From an optimization exercise on the open Yosys and OpenROAD flow, aimed at small area, a short achievable clock period and few clock cycles; shortcuts taken in it are not production practice. RTL that was checked went through simulation tests only; none was proved equivalent to the original. No activity file was given, so power comes from the tool's default toggle rates.

Design its_block, start of the top module:
module its_block (
    input  wire         clk,
    input  wire         rst,         
    input  wire         req_valid,
    output wire         req_ready,
    input  wire [31:0]  req_word,    
    output reg          resp_valid,
    output wire [31:0]  resp_word,   
    output wire [191:0] rec,         
    input  wire         tick,
    input  wire [3:0]   ch_pins,
    output wire         mem_rd,
    output wire [9:0]   mem_addr,
    input  wire [7:0]   mem_rdata
);
Size in the first run: ~2200 cells after synthesis, about 430 flip-flops, about 290 I/O pins, about 19000 um^2 of cells after synthesis.
export LEC_CHECK = 0
export CAP_MARGIN = 20
export CORE_MARGIN = 2
export CORE_UTILIZATION = 45
export CTS_BUF_LIST = sky130_fd_sc_hd__clkbuf_8
export CTS_CLUSTER_DIAMETER = 50
export CTS_CLUSTER_SIZE = 16
export SLEW_MARGIN = 20
create_clock -name core_clock -period 10.0 [get_ports {clk}]
standard.sh (not shown) runs the stock make flow with config.mk's settings and CLKGATE_MAP_FILE= SYNTH_SCRIPT=/design/flow/synth_recipe.tcl, a recipe that flattens the netlist after the stock synthesis.
==> flow/flow/run.sh <==
#!/bin/bash
# Standard ORFS layout (the standard.sh), with timing repair aiming below the clock
# period and small port buffers.
set -euo pipefail
bash standard.sh SETUP_SLACK_MARGIN=6.5 'BUFFER_PORTS_ARGS=-buffer_cell sky130_fd_sc_hd__buf_1' finish > standard_finish.log 2>&1
The baseline completed with no timing, DRC or antenna violations.
Testbench counts at the start, summed over its fixed seeds: cycles 89,198.
==> next run, changes <==
==> flow/flow/run.sh (replaced) <==
#!/bin/bash
# Standard ORFS layout (the standard.sh), with timing repair aiming below the clock
# period and small port buffers.
set -euo pipefail
bash standard.sh SETUP_SLACK_MARGIN=6.5 'BUFFER_PORTS_ARGS=-buffer_cell sky130_fd_sc_hd__buf_2' finish > standard_finish.log 2>&1
- CORE_UTILIZATION: 45 -> 40
- CTS_BUF_LIST: sky130_fd_sc_hd__clkbuf_8 -> not set
- CTS_CLUSTER_DIAMETER: 50 -> 80
- CTS_CLUSTER_SIZE: 16 -> 30
Outcome: Fmax grows by 0.98%. Global-route usage shrinks by 3.9 points. Worst setup slack gets better by 0.034 ns. Register-to-register slack gets better by 0.08 ns. First-iteration DRC count grows by 0.43%.

* * *

Another version of the RTL of its_block (not shown whole).
For scale: about 2100 cells after synthesis, about 440 flip-flops, ~290 I/O pins.
clock: 10.0 ns
lec_check: 0
cap_margin: 20
core_margin: 2
core_utilization: 40
cts_cluster_diameter: 80
cts_cluster_size: 30
slew_margin: 20
==> flow/flow/run.sh <==
#!/bin/bash
# Standard ORFS layout (the standard.sh), with timing repair aiming below the clock
# period and small port buffers.
set -euo pipefail
bash standard.sh SETUP_SLACK_MARGIN=6.75 'BUFFER_PORTS_ARGS=-buffer_cell sky130_fd_sc_hd__buf_2' finish > standard_finish.log 2>&1
The starting point finished with timing, DRC and antenna clean.
==> next run, changes <==
==> flow/flow/run.sh (replaced) <==
#!/bin/bash
# Standard ORFS layout (the standard.sh), with timing repair aiming below the clock
# period and small port buffers.
set -euo pipefail
bash standard.sh SETUP_SLACK_MARGIN=6.5 'BUFFER_PORTS_ARGS=-buffer_cell sky130_fd_sc_hd__buf_2' finish > standard_finish.log 2>&1
Setup slack is worse by 0.040 ns; cell count fell by about 2.3%; routed wire length fell by about 5%; global-route usage fell by 1.4 points; power fell by 0.54%; non-clock buffer count fell by 71; synthesized cell count stays the same; critical path depth fell by 14; register-to-register slack barely changes; cell area fell by 4.5%.
No run of this note included a check of the RTL's function; only the layout flow was run.

* * *

## run A
its_block, a different RTL version from the one above (not shown whole).
For scale: roughly 2200 cells after synthesis, roughly 440 flip-flops, ~290 I/O pins.
clock: 10.0 ns
lec_check: 0
cap_margin: 20
core_margin: 2
core_utilization: 45
cts_buf_list: sky130_fd_sc_hd__clkbuf_8
cts_cluster_diameter: 50
cts_cluster_size: 16
slew_margin: 20
==> flow/flow/run.sh <==
#!/bin/bash
# Standard ORFS layout (the standard.sh), with timing repair aiming below the clock
# period and small port buffers.
set -euo pipefail
bash standard.sh SETUP_SLACK_MARGIN=6.65 'BUFFER_PORTS_ARGS=-buffer_cell sky130_fd_sc_hd__buf_1' finish > standard_finish.log 2>&1
Run A: PASS, flow complete, no timing, DRC or antenna violations
Testbench counts of run A, summed over its fixed seeds: cycles 88,706.
> inputs changed (run A -> run B)
- CTS_CLUSTER_SIZE now 30, was 16
- CTS_BUF_LIST no longer set, was sky130_fd_sc_hd__clkbuf_8
- CORE_UTILIZATION now 40, was 45
- CTS_CLUSTER_DIAMETER now 80, was 50
==> flow/flow/run.sh <==
#!/bin/bash
# Standard ORFS layout (the standard.sh), with timing repair aiming below the clock
# period and small port buffers.
set -euo pipefail
bash standard.sh SETUP_SLACK_MARGIN=6.5 'BUFFER_PORTS_ARGS=-buffer_cell sky130_fd_sc_hd__buf_2' finish > standard_finish.log 2>&1
Findings:
- Diff run B and run A: net total in the final layout higher in run A
- Run B vs run A: number of placement rows up in run B
- In the reports for run B and run A, the larger sequential share of layout area belongs to run A.
- When the final numbers for run B and run A were put side by side, the setup slack turned out to be greater in run A.
- Topmost layer with routed signal wires = met5: run B; topmost layer with routed signal wires = met4: run A
- [compare] base=run A new=run B: count of non-CTS buffers in the layout lower; area of the die higher; number of levels the H-tree was split into lower.
- The higher number of CTS-inserted buffers came out of run A.
- Compared with run A, run B degrades achievable frequency.
- Of run B and run A, run B shows the higher worst-path maximum fanout, with run A below it.
## Diff of input files: run C against run B
- swapping 80 for 50 in CTS_CLUSTER_DIAMETER
- swapping 40 for 48 in CORE_UTILIZATION
- putting CTS_BUF_LIST at sky130_fd_sc_hd__clkbuf_8 where nothing was set
- swapping 30 for 16 in CTS_CLUSTER_SIZE
==> flow/flow/run.sh <==
#!/bin/bash
# Standard ORFS layout (the standard.sh), with timing repair aiming below the clock
# period and small port buffers.
set -euo pipefail
bash standard.sh SETUP_SLACK_MARGIN=6.65 'BUFFER_PORTS_ARGS=-buffer_cell sky130_fd_sc_hd__buf_1' finish > standard_finish.log 2>&1
## What came out
Run C: no failed stages, no open violations at the end. Run C has final area below what run B had. Logic gate share of total power was lower in run C than in run B. From run B to run C the numbers moved as follows: sum of met2 wire segment lengths after detailed routing higher, final estimated routing congestion in global placement shrank by about 3%, clock network power flat. Sequential portion of the cell area ended up 0.60 points higher on run C than on run B. In the final design statistics, run C uses fewer standard cells in total than run B. The average detailed-routed wire length per instance of run C is higher than that of run B. The run showing the smaller worst setup slack is run B. In run C, the count of placed standard cells including taps came out 87 below the value in run B.
diff inputs: run C => run D
- CORE_UTILIZATION: 48 -> 40
- CTS_BUF_LIST: sky130_fd_sc_hd__clkbuf_8 -> unset
- CTS_CLUSTER_SIZE: 16 -> 30
- CTS_CLUSTER_DIAMETER: 50 -> 80
==> flow/flow/run.sh <==
#!/bin/bash
# Standard ORFS layout (the standard.sh), with timing repair aiming below the clock
# period and small port buffers.
set -euo pipefail
bash standard.sh SETUP_SLACK_MARGIN=6.5 'BUFFER_PORTS_ARGS=-buffer_cell sky130_fd_sc_hd__buf_1' finish > standard_finish.log 2>&1
==> comparison <==
Run C and run D ended up with nearly the same proportion of total power due to net switching. Changes observed in run D relative to run C: highest net fanout along the worst path increased 26, total global-route track usage decreased by 5.8 points relative to the old numbers. For run D, the worst setup path endpoint was rv[12], unlike run C, where it was rv[5]. Comparing run C and run D, the lower signed area change from the synthesized netlist to the final layout is on run D. Looking at run C and run D, the clock transition at the registers of the reported paths is a wash. Portion of total power attributed to the clock network up 1.0 points in run D wrt run C. Setup WNS run C -> run D: worse.

* * *

Another version of the RTL of its_block (not shown whole).
For scale: about 2300 cells after synthesis, roughly 440 flip-flops, ~21000 µm² of cells after synthesis.
clock: 10.0 ns
lec_check: 0
cap_margin: 20
core_margin: 2
core_utilization: 40
slew_margin: 20
==> flow/flow/run.sh <==
#!/bin/bash
# Standard ORFS layout (the standard.sh), with timing repair aiming below the clock period.
set -euo pipefail
bash standard.sh SETUP_SLACK_MARGIN=6.5 finish > standard_finish.log 2>&1
The baseline went through all stages and came out clean.
==> next run, changes <==
==> flow/flow/run.sh (replaced) <==
#!/bin/bash
# Standard ORFS layout (the standard.sh), with timing repair aiming below the clock period.
set -euo pipefail
bash standard.sh SETUP_SLACK_MARGIN=7.0 finish > standard_finish.log 2>&1
=>
- cell area rises by about 7%
- synthesized area does not change
- wire length rises by about 5%
- cell count rises by about 4%
Function was not checked in any run of this note: the RTL went through the layout flow alone.

* * *

its_block with an RTL version that a note above also has.
For scale: ~440 flip-flops, roughly 290 I/O pins, roughly 19000 sq um of cells after synthesis.
==> flow/config.mk <==
export PLATFORM = sky130hd
export DESIGN_NAME = its_block
export DESIGN_NICKNAME = its_block
export VERILOG_FILES = /design/flow/design.v
export SDC_FILE = /design/flow/constraint.sdc
export NUM_CORES = 4
export LEC_CHECK = 0
export CAP_MARGIN = 20
export CORE_MARGIN = 2
export CORE_UTILIZATION = 45
export CTS_BUF_LIST = sky130_fd_sc_hd__clkbuf_8
export CTS_CLUSTER_DIAMETER = 40
export CTS_CLUSTER_SIZE = 12
export SLEW_MARGIN = 20
==> flow/constraint.sdc <==
create_clock -name core_clock -period 10.0 [get_ports {clk}]
set_input_delay 2.0000 -clock core_clock [delete_from_list [all_inputs] [get_ports {clk}]]
set_output_delay 2.0000 -clock core_clock [all_outputs]
set_load 0.01 [all_outputs]
==> flow/flow/run.sh <==
#!/bin/bash
# Standard ORFS layout (the standard.sh), with timing repair aiming below the clock
# period and small port buffers.
set -euo pipefail
bash standard.sh SETUP_SLACK_MARGIN=6.65 'BUFFER_PORTS_ARGS=-buffer_cell sky130_fd_sc_hd__buf_1' finish > standard_finish.log 2>&1
The baseline finished clean.
Testbench counts at the start, summed over its fixed seeds: cycles 88,706.
Rerun with:
==> flow/flow/run.sh (replaced) <==
#!/bin/bash
# Standard ORFS layout (the standard.sh), with timing repair aiming below the clock
# period and small port buffers.
set -euo pipefail
bash standard.sh SETUP_SLACK_MARGIN=6.8 'BUFFER_PORTS_ARGS=-buffer_cell sky130_fd_sc_hd__buf_1' finish > standard_finish.log 2>&1
--- a/flow/config.mk
+++ b/flow/config.mk
@@ -10,5 +10,5 @@
 export CORE_UTILIZATION = 45
 export CTS_BUF_LIST = sky130_fd_sc_hd__clkbuf_8
-export CTS_CLUSTER_DIAMETER = 40
-export CTS_CLUSTER_SIZE = 12
+export CTS_CLUSTER_DIAMETER = 50
+export CTS_CLUSTER_SIZE = 16
 export SLEW_MARGIN = 20
The changed run passed the timing, DRC and antenna checks.
Cell area grows by 3.3%.
Die area stays the same.
Via count shrinks by 0.37%.
Final cell count is unchanged.
Fmax grows by 1.6%.
Rerun with:
==> flow/flow/run.sh (replaced) <==
#!/bin/bash
# Standard ORFS layout (the standard.sh), with timing repair aiming below the clock
# period and small port buffers.
set -euo pipefail
bash standard.sh SETUP_SLACK_MARGIN=6.5 'BUFFER_PORTS_ARGS=-buffer_cell sky130_fd_sc_hd__buf_1' finish > standard_finish.log 2>&1
Clock-buffer cell count fell by 2; maximum frequency shrinks by 5.0%; area after synthesis stays the same.

* * *

== west ==
RTL: one of the versions met above, not the one the previous note started from.
For scale: about 2,100 cells after synthesis, roughly 440 flip-flops.
clock: 10.0 ns
lec_check: 0
cap_margin: 20
core_margin: 2
core_utilization: 40
cts_cluster_diameter: 80
cts_cluster_size: 30
slew_margin: 20
==> flow/flow/run.sh <==
#!/bin/bash
# Standard ORFS layout (the standard.sh), with timing repair aiming below the clock
# period and small port buffers.
set -euo pipefail
bash standard.sh SETUP_SLACK_MARGIN=7.0 'BUFFER_PORTS_ARGS=-buffer_cell sky130_fd_sc_hd__buf_2' finish > standard_finish.log 2>&1
What north does differently from west at the input level:
==> flow/flow/run.sh <==
#!/bin/bash
# Standard ORFS layout (the standard.sh), with timing repair aiming below the clock
# period and small port buffers.
set -euo pipefail
bash standard.sh SETUP_SLACK_MARGIN=6.5 'BUFFER_PORTS_ARGS=-buffer_cell sky130_fd_sc_hd__buf_2' finish > standard_finish.log 2>&1
-- flow/config.mk --
<<< west, line 9
export CORE_MARGIN = 2
export CORE_UTILIZATION = 40
export CTS_CLUSTER_DIAMETER = 80
>>> north, line 9
export CORE_MARGIN = 2
export CORE_UTILIZATION = 50
export CTS_CLUSTER_DIAMETER = 80
- west: done, clean on timing, DRC and antenna
- north ran to completion and came out clean on the timing, DRC and antenna checks.
- north against west; first-pass GRT wire length is down by more than 10%.
- The hold slack was comparable across north and west.
- NOTE: synthesis-to-finish area growth in north falls short of that of west
- ~same clock latency of the later-clocked register in the worst-skew pair in north and west
- west -> north: wire length reported by the detailed router decreased by more than 10%
- north consumes less power than west does.
- Delta (north minus west): via count of the first global-routing pass now sits lower, post-layout utilization of the core now sits higher, sequential share of power now sits higher, via count now sits lower.
Function was not checked in any run of this note: the RTL went through the layout flow alone.

## what the ideal ports hide
In the flow no input, the clock included, has a driving cell. The finished layouts below were timed again as built, in two steps. Step 1 (the two cells are an assumption about what drives the block):
set clk [get_ports {clk}]
set_driving_cell -lib_cell sky130_fd_sc_hd__clkbuf_16 $clk
set_driving_cell -lib_cell sky130_fd_sc_hd__buf_2 [delete_from_list [all_inputs] $clk]
Step 2 also shifts input and output timing later by t, the mid clock arrival at the registers, as if the neighbouring blocks saw the same clock. Slacks: ideal / step 1 / step 2; pairs: ideal / step 1.
run | shift t [ns] | slack for setup (ns) | worst setup path at the end | slew at the worst register clock pin (ns) | pins driven straight from the clock port
the first run of note 1 | 0.707 | 6.561 / 6.508 / 6.293 | input to register | 0.10 / 0.10 | 1
the second run of note 1 | 0.655 | 6.595 / 6.537 / 6.195 | input to register | 0.11 / 0.11 | 1
the first run of note 2 | 0.635 | 6.618 / 6.618 / 6.062 | input to register | 0.11 / 0.11 | 1
the second run of note 2 | 0.649 | 6.578 / 6.522 / 5.981 | input to register | 0.11 / 0.11 | 1
run A | 0.693 | 6.679 / 6.628 / 6.352 | input to register | 0.10 / 0.10 | 1
run B | 0.651 | 6.544 / 6.484 / 6.250 | input to register | 0.12 / 0.12 | 1
run C | 0.702 | 6.643 / 6.642 / 6.467 | input to register | 0.10 / 0.10 | 1
run D | 0.670 | 6.528 / 6.471 / 6.282 | input to register | 0.11 / 0.11 | 1
the first run of note 4 | 0.649 | 6.499 / 6.442 / 5.903 | input to register | 0.07 / 0.07 | 1
the second run of note 4 | 0.655 | 6.650 / 6.591 / 6.451 | input to register | 0.08 / 0.08 | 1
the first run of note 5 | 0.695 | 6.657 / 6.622 / 6.350 | input to register | 0.09 / 0.09 | 1
the second run of note 5 | 0.713 | 6.711 / 6.659 / 6.374 | input to register | 0.10 / 0.10 | 1
the third run of note 5 | 0.693 | 6.539 / 6.505 / 6.336 | input to register | 0.11 / 0.11 | 1
west | 0.655 | 6.685 / 6.685 / 6.098 | input to register | 0.11 / 0.11 | 1
north | 0.656 | 6.543 / 6.504 / 5.976 | input to register | 0.11 / 0.11 | 1
After both steps every run listed still meets setup and hold. For the second run of note 2, which loses most, drivers alone change the setup slack by -0.056 ns; drivers and shift together by -0.597 ns.
